This design comes from an exercise in tuning for small area, a short achievable clock period and few clock cycles per item on the open sky130 flow, not from production work.

==> inputs of nickel <==
==> flow/design.v <==
module dtl_hdr_codec (
    input  wire         clk,
    input  wire         rst,
    input  wire         cmd_valid,
    output wire         cmd_ready,
    input  wire         cmd_op,        
    input  wire         cmd_scr_en,    
    input  wire [11:0]  b_plen,
    input  wire [11:0]  b_seq,
    input  wire [3:0]   b_mod,
    input  wire [3:0]   b_fec,
    input  wire [7:0]   b_flen,
    input  wire [7:0]   b_cwid,
    input  wire [13:0]  b_off,
    input  wire [13:0]  b_short,
    input  wire [3:0]   b_emod,
    input  wire [3:0]   b_efec,
    input  wire [767:0] hdr_in,
    output wire         res_valid,
    output wire [95:0]  hdr_out,       
    output wire         res_ok,        
    output wire [11:0]  r_plen,
    output wire [11:0]  r_seq,
    output wire [3:0]   r_mod,
    output wire [3:0]   r_fec,
    output wire [7:0]   r_flen,
    output wire [7:0]   r_cwid,
    output wire [13:0]  r_off,
    output wire [13:0]  r_short,
    output wire [3:0]   r_emod,
    output wire [3:0]   r_efec
);
    localparam HB = 96;
    localparam [95:0] SCR_SEQ = 96'h542de72b306d746440934f70;
    reg [HB-1:0] body_bits;    
    reg [HB-1:0] sign_bits;    
    integer k;
    always @* begin
        body_bits = {HB{1'b0}};
        for (k = 0; k < 12; k = k + 1) body_bits[ 0 + k] = b_plen [11 - k];
        for (k = 0; k < 12; k = k + 1) body_bits[12 + k] = b_seq  [11 - k];
        for (k = 0; k < 4;  k = k + 1) body_bits[24 + k] = b_mod  [3 - k];
        for (k = 0; k < 4;  k = k + 1) body_bits[28 + k] = b_fec  [3 - k];
        for (k = 0; k < 8;  k = k + 1) body_bits[32 + k] = b_flen [7 - k];
        for (k = 0; k < 8;  k = k + 1) body_bits[40 + k] = b_cwid [7 - k];
        for (k = 0; k < 14; k = k + 1) body_bits[48 + k] = b_off  [13 - k];
        for (k = 0; k < 14; k = k + 1) body_bits[62 + k] = b_short[13 - k];
        for (k = 0; k < 4;  k = k + 1) body_bits[76 + k] = b_emod [3 - k];
        for (k = 0; k < 4;  k = k + 1) body_bits[80 + k] = b_efec [3 - k];
    end
    always @* begin
        for (k = 0; k < HB; k = k + 1) sign_bits[k] = hdr_in[8*k + 7];
    end
    assign cmd_ready = 1'b1;
    wire [87:0] m  = cmd_op ? sign_bits[87:0] : body_bits[87:0];
    wire [7:0]  mx = cmd_op ? sign_bits[95:88] : 8'h00;
    wire        pe = cmd_op && cmd_scr_en;
    wire n0 = m[24] ^ m[3];
    wire n1 = m[39] ^ m[58];
    wire n2 = m[44] ^ m[7];
    wire n3 = m[26] ^ m[6];
    wire n4 = m[43] ^ m[53];
    wire n5 = m[23] ^ m[38];
    wire n6 = m[71] ^ m[73];
    wire n7 = m[4] ^ m[40];
    wire n8 = m[27] ^ m[41];
    wire n9 = m[13] ^ m[21];
    wire n10 = m[1] ^ m[37];
    wire n11 = m[69] ^ m[74];
    wire n12 = m[75] ^ m[81];
    wire n13 = m[25] ^ m[70];
    wire n14 = m[48] ^ m[57];
    wire n15 = m[2] ^ m[36];
    wire n16 = m[22] ^ m[72];
    wire n17 = m[35] ^ m[46];
    wire n18 = m[10] ^ m[42];
    wire n19 = m[0] ^ m[8];
    wire n20 = m[55] ^ m[59];
    wire n21 = m[5] ^ m[77];
    wire n22 = m[19] ^ pe;
    wire n23 = cmd_scr_en ^ m[78];
    wire n24 = m[17] ^ m[28];
    wire n25 = m[14] ^ m[20];
    wire n26 = m[56] ^ m[83];
    wire n27 = m[18] ^ m[52];
    wire n28 = m[16] ^ m[45];
    wire n29 = m[33] ^ m[79];
    wire n30 = m[42] ^ m[85];
    wire n31 = m[32] ^ m[49];
    wire n32 = m[61] ^ m[84];
    wire n33 = m[12] ^ m[47];
    wire n34 = m[11] ^ m[51];
    wire n35 = m[87] ^ m[9];
    wire n36 = m[34] ^ m[82];
    wire n37 = m[64] ^ m[66];
    wire n38 = m[31] ^ m[63];
    wire n39 = m[65] ^ m[86];
    wire n40 = m[60] ^ m[76];
    wire n41 = m[50] ^ m[62];
    wire n42 = m[29] ^ m[54];
    wire n43 = m[15] ^ m[5];
    wire n44 = m[30] ^ m[67];
    wire n45 = m[35] ^ m[80];
    wire n46 = m[39] ^ m[68];
    wire n47 = m[11] ^ m[67];
    wire n48 = m[54] ^ m[45];
    wire n49 = m[81] ^ mx[0];
    wire n50 = m[65] ^ m[28];
    wire n51 = m[38] ^ m[1];
    wire n52 = mx[1] ^ m[83];
    wire n53 = m[9] ^ m[41];
    wire n54 = m[12] ^ m[23];
    wire n55 = m[66] ^ m[33];
    wire n56 = m[61] ^ m[21];
    wire n57 = m[15] ^ m[44];
    wire n58 = m[50] ^ m[49];
    wire n59 = m[3] ^ m[26];
    wire n60 = m[22] ^ m[82];
    wire n61 = m[71] ^ m[84];
    wire n62 = m[51] ^ mx[2];
    wire n63 = m[47] ^ m[37];
    wire n64 = m[52] ^ m[6];
    wire n65 = m[60] ^ m[16];
    wire n66 = m[75] ^ m[14];
    wire n67 = m[73] ^ m[7];
    wire n68 = m[79] ^ m[43];
    wire n69 = mx[3] ^ m[4];
    wire n70 = m[24] ^ m[29];
    wire n71 = m[64] ^ mx[4];
    wire n72 = m[80] ^ m[57];
    wire n73 = m[86] ^ m[76];
    wire n74 = m[62] ^ m[25];
    wire n75 = m[48] ^ m[13];
    wire n76 = m[85] ^ m[30];
    wire n77 = m[18] ^ m[59];
    wire n78 = m[40] ^ m[74];
    wire n79 = m[63] ^ mx[5];
    wire n80 = m[70] ^ m[32];
    wire n81 = m[36] ^ m[17];
    wire n82 = m[0] ^ m[27];
    wire n83 = mx[7] ^ m[2];
    wire n84 = m[69] ^ m[20];
    wire n85 = m[87] ^ m[59];
    wire n86 = m[34] ^ m[56];
    wire n87 = m[53] ^ m[31];
    wire n88 = n0 ^ n8;
    wire n89 = n1 ^ n4;
    wire n90 = n15 ^ n7;
    wire n91 = n16 ^ n9;
    wire n92 = n11 ^ n3;
    wire n93 = n12 ^ n6;
    wire n94 = n13 ^ n21;
    wire n95 = n18 ^ n23;
    wire n96 = n10 ^ n5;
    wire n97 = n2 ^ n33;
    wire n98 = n34 ^ n38;
    wire n99 = n0 ^ n45;
    wire n100 = n36 ^ n40;
    wire n101 = n35 ^ n39;
    wire n102 = n24 ^ n30;
    wire n103 = n14 ^ n17;
    wire n104 = n43 ^ n5;
    wire n105 = n14 ^ n22;
    wire n106 = n19 ^ n31;
    wire n107 = n20 ^ n44;
    wire n108 = n10 ^ n42;
    wire n109 = n28 ^ n41;
    wire n110 = n47 ^ n49;
    wire n111 = n48 ^ n51;
    wire n112 = n25 ^ n50;
    wire n113 = n11 ^ n13;
    wire n114 = n60 ^ n17;
    wire n115 = n54 ^ n57;
    wire n116 = n20 ^ n53;
    wire n117 = n58 ^ n52;
    wire n118 = n56 ^ n55;
    wire n119 = n1 ^ n59;
    wire n120 = m[68] ^ n25;
    wire n121 = n26 ^ n61;
    wire n122 = m[0] ^ n62;
    wire n123 = n68 ^ n65;
    wire n124 = n16 ^ n64;
    wire n125 = n66 ^ n32;
    wire n126 = n67 ^ n69;
    wire n127 = n26 ^ n46;
    wire n128 = n23 ^ n74;
    wire n129 = n71 ^ n27;
    wire n130 = n72 ^ n32;
    wire n131 = n6 ^ n73;
    wire n132 = n79 ^ n78;
    wire n133 = n77 ^ n76;
    wire n134 = n29 ^ n2;
    wire n135 = n12 ^ n19;
    wire n136 = n75 ^ m[72];
    wire n137 = n3 ^ n22;
    wire n138 = n37 ^ n2;
    wire n139 = n80 ^ mx[6];
    wire n140 = n29 ^ n27;
    wire n141 = n37 ^ n85;
    wire n142 = n87 ^ n82;
    wire n143 = n9 ^ n83;
    wire n144 = n84 ^ n46;
    wire n145 = n86 ^ n18;
    wire n146 = n101 ^ n89;
    wire n147 = n91 ^ n95;
    wire n148 = n108 ^ n94;
    wire n149 = n107 ^ n92;
    wire n150 = n105 ^ n99;
    wire n151 = n106 ^ n90;
    wire n152 = n103 ^ n98;
    wire n153 = n109 ^ n88;
    wire n154 = n111 ^ n91;
    wire n155 = n112 ^ n113;
    wire n156 = n110 ^ n100;
    wire n157 = n114 ^ n118;
    wire n158 = n116 ^ n90;
    wire n159 = n117 ^ n93;
    wire n160 = n119 ^ n115;
    wire n161 = n121 ^ n122;
    wire n162 = n100 ^ n63;
    wire n163 = n104 ^ n90;
    wire n164 = n102 ^ n124;
    wire n165 = n126 ^ n125;
    wire n166 = n94 ^ n96;
    wire n167 = n123 ^ n88;
    wire n168 = n70 ^ n102;
    wire n169 = n129 ^ n97;
    wire n170 = n89 ^ n130;
    wire n171 = n131 ^ n128;
    wire n172 = n104 ^ n92;
    wire n173 = n136 ^ n134;
    wire n174 = n133 ^ n137;
    wire n175 = n135 ^ n132;
    wire n176 = n139 ^ n93;
    wire n177 = n88 ^ n81;
    wire n178 = n141 ^ n143;
    wire n179 = n96 ^ n142;
    wire n180 = n97 ^ n140;
    wire n181 = n145 ^ n93;
    wire n182 = n147 ^ n149;
    wire n183 = n156 ^ n154;
    wire n184 = n89 ^ n155;
    wire n185 = n150 ^ n151;
    wire n186 = n157 ^ n158;
    wire n187 = n148 ^ n120;
    wire n188 = n159 ^ n160;
    wire n189 = n163 ^ n162;
    wire n190 = n161 ^ n153;
    wire n191 = n127 ^ n165;
    wire n192 = n164 ^ n166;
    wire n193 = n152 ^ n167;
    wire n194 = n169 ^ n151;
    wire n195 = n171 ^ n172;
    wire n196 = n170 ^ n168;
    wire n197 = n173 ^ n148;
    wire n198 = n175 ^ n174;
    wire n199 = n146 ^ n153;
    wire n200 = n177 ^ n138;
    wire n201 = n152 ^ n176;
    wire n202 = n144 ^ n180;
    wire n203 = n179 ^ n150;
    wire n204 = n178 ^ n181;
    wire n205 = n185 ^ n183;
    wire n206 = n186 ^ n187;
    wire n207 = n190 ^ n182;
    wire n208 = n192 ^ n193;
    wire n209 = n195 ^ n194;
    wire n210 = n197 ^ n198;
    wire n211 = n200 ^ n182;
    wire n212 = n146 ^ n201;
    wire n213 = n204 ^ n202;
    wire [15:0] p_d = {n213, n212, n211, n210, n209, n208, n207, n206, n205, n203, n199, n196, n191, n189, n188, n184};
    reg                v_q;
    reg  [83:0]        y_q;
    reg                e_q;        
    reg  [16-1:0] p_q;
    always @(posedge clk) begin
        if (rst) v_q <= 1'b0;
        else     v_q <= cmd_valid;
        y_q <= m[83:0] ^ (cmd_scr_en ? SCR_SEQ[83:0] : 84'd0);
        e_q <= cmd_scr_en;
        p_q <= p_d;
    end
    wire q0 = p_q[7] ^ p_q[0];
    wire q1 = p_q[1] ^ p_q[8];
    wire q2 = p_q[9] ^ p_q[2];
    wire q3 = p_q[3] ^ p_q[10];
    wire q4 = p_q[4] ^ p_q[11];
    wire q5 = p_q[5] ^ p_q[12];
    wire q6 = p_q[13] ^ p_q[14];
    wire q7 = p_q[15] ^ p_q[6];
    wire [7:0] t = {q7, q6, q5, q4, q3, q2, q1, q0};
    assign res_valid = v_q;
    assign hdr_out   = {t, 2'b00, e_q, 1'b0, y_q};
    assign res_ok    = (t == 8'h00);
    genvar g;
    generate
        for (g = 0; g < 12; g = g + 1) begin : g_plen
            assign r_plen[11 - g] = y_q[ 0 + g];
            assign r_seq [11 - g] = y_q[12 + g];
        end
        for (g = 0; g < 4; g = g + 1) begin : g_id
            assign r_mod [3 - g] = y_q[24 + g];
            assign r_fec [3 - g] = y_q[28 + g];
            assign r_emod[3 - g] = y_q[76 + g];
            assign r_efec[3 - g] = y_q[80 + g];
        end
        for (g = 0; g < 8; g = g + 1) begin : g_byte
            assign r_flen[7 - g] = y_q[32 + g];
            assign r_cwid[7 - g] = y_q[40 + g];
        end
        for (g = 0; g < 14; g = g + 1) begin : g_wide
            assign r_off  [13 - g] = y_q[48 + g];
            assign r_short[13 - g] = y_q[62 + g];
        end
    endgenerate
endmodule
==> flow/flow/run.sh <==
#!/bin/bash
# The standard layout, with two changes to how the cells are sized:
#  - the port buffers are made from the smallest buffer cell (buf_1);
#  - after floorplan, every combinational cell is set to the smallest drive
#    strength of its footprint, so that the later timing repair sizes up
#    only what the timing needs.
# Each tool's output goes to a log of its own in the work folder.
set -euo pipefail
cd "$(dirname "$0")/.."
W=$PWD
R=$W/orfs/results/${FLOW_PLATFORM:-sky130hd}/dtl_hdr_codec/base
PB="BUFFER_PORTS_ARGS=-buffer_cell sky130_fd_sc_hd__buf_1"
bash standard.sh "$PB" floorplan > flow_make_floorplan.log 2>&1
RESULTS=$R openroad -no_init -exit flow/downsize.tcl > flow_downsize.log 2>&1
bash standard.sh "$PB" finish > flow_make_finish.log 2>&1
==> flow/flow/downsize.tcl <==
# Set every combinational cell of 2_floorplan.odb to the smallest drive
# strength (_1) of its footprint. Registers, clock cells and tie cells stay.
set lib $::env(FLOW_HOME)/platforms/sky130hd/lib/sky130_fd_sc_hd__tt_025C_1v80.lib
read_liberty $lib
read_db $::env(RESULTS)/2_floorplan.odb
set db [ord::get_db]
set n 0
foreach inst [[ord::get_db_block] getInsts] {
  set m [[$inst getMaster] getName]
  if {![regexp {^(sky130_fd_sc_hd__[a-z0-9]+)_([0-9]+)$} $m -> base size]} { continue }
  if {$size == 1} { continue }
  if {[regexp {__(df|sdf|edf|dl|clk|conb|tap|fill|decap|diode|probe|lpflow)} $base]} { continue }
  set target ${base}_1
  set tm [$db findMaster $target]
  if {$tm == "NULL" || $tm == ""} { continue }
  puts "downsize [$inst getName] $m -> $target"
  $inst swapMaster $tm
  incr n
}
puts "downsized $n cells"
write_db $::env(RESULTS)/2_floorplan.odb
==> flow/standard.sh <==
#!/bin/bash
# synth_recipe.tcl (not shown) runs the flow's synth.tcl, then flattens the netlist and writes it again
# the make line also repeats each setting of config.mk as NAME=value (left out here)
make -C /OpenROAD-flow-scripts/flow DESIGN_CONFIG=/design/flow/config.mk WORK_HOME=/design/flow/orfs CLKGATE_MAP_FILE= SYNTH_SCRIPT=/design/flow/synth_recipe.tcl "${@:-finish}"
==> flow/config.mk <==
export PLATFORM = sky130hd
export DESIGN_NAME = dtl_hdr_codec
export DESIGN_NICKNAME = dtl_hdr_codec
export VERILOG_FILES = /design/flow/design.v
export SDC_FILE = /design/flow/constraint.sdc
export NUM_CORES = 4
export LEC_CHECK = 0
export ABC_CLOCK_PERIOD_IN_PS = 2000
export CAP_MARGIN = 20
export CORE_AREA = 10 10 290 290
export DIE_AREA = 0 0 300 300
export SETUP_SLACK_MARGIN = 2.7
export SLEW_MARGIN = 20
export TNS_END_PERCENT = 10
==> flow/constraint.sdc <==
create_clock -name core_clock -period 5.0 [get_ports {clk}]
set_input_delay 1.0000 -clock core_clock [delete_from_list [all_inputs] [get_ports {clk}]]
set_output_delay 1.0000 -clock core_clock [all_outputs]
set_load 0.01 [all_outputs]
==> yarrow: changes against nickel <==
==> flow/flow/run.sh (replaced) <==
#!/bin/bash
set -euo pipefail
cd "$(dirname "$0")/.."
bash standard.sh BUFFER_PORTS_ARGS="-buffer_cell sky130_fd_sc_hd__buf_1" finish > flow_make.log 2>&1
SETUP_SLACK_MARGIN = 2.6   (was 2.7)
removed: flow/flow/downsize.tcl
==> qor summary <==
quantity                                                            yarrow                   nickel
Outcome                                            complete, no violations  complete, no violations
Area of placed instances                                      0.009194 mm²             0.009111 mm²
Number of antenna repair diodes                                          6                       11
Final core utilization                                              0.1295                   0.1347
Final cycle utilization of the critical path                        0.5379                   0.5297
Wl on met1                                                        23.86 mm                 23.08 mm
Final wirelength                                                  49.91 mm                 50.06 mm
Seq/total area                                                      0.2033                   0.1954
Slew at the pin closest to its max-slew limit                     792.2 ps                 810.0 ps
Number of global-route vias before repair                             6389                     6625
First-pass GRT wire length                                        62.81 mm                 63.39 mm
Total of cells resized after clock tree synthesis                       61                       94
CP startpoint kind                                              input port                flip-flop
No functional check of the RTL was part of any run of this note.

-- separate check: timing with driven ports --
The results above use ideal ports. As a check the final layouts listed here were re-extracted and re-timed, cells and wires unchanged. Step 1: set_driving_cell puts a clkbuf_16 on clk and a buf_2 on each other input, an assumption about the parent block. Step 2, shift: input delay + t, output delay - t, t = (earliest + latest rising clock arrival at the registers) / 2. This alone moves slack from input paths to output paths. Slacks: no drivers / after step 1 / after step 2; pairs: no drivers / after step 1.
| run | shift t [ns] | setup slack, ns | clock arrival spread, ns | slew at the worst register clock pin (ns) | cell pins on the clock port's net |
|---|---|---|---|---|---|
| nickel | 0.423 | 2.351 / 2.061 / 1.637 | 0.011 / 0.011 | 0.09 / 0.09 | 1 |
| yarrow | 0.415 | 2.310 / 2.151 / 1.736 | 0.006 / 0.005 | 0.08 / 0.08 | 1 |
After both steps every run listed still meets setup and hold. For nickel, which loses most, drivers alone change the setup slack by -0.290 ns; drivers and shift together by -0.714 ns.
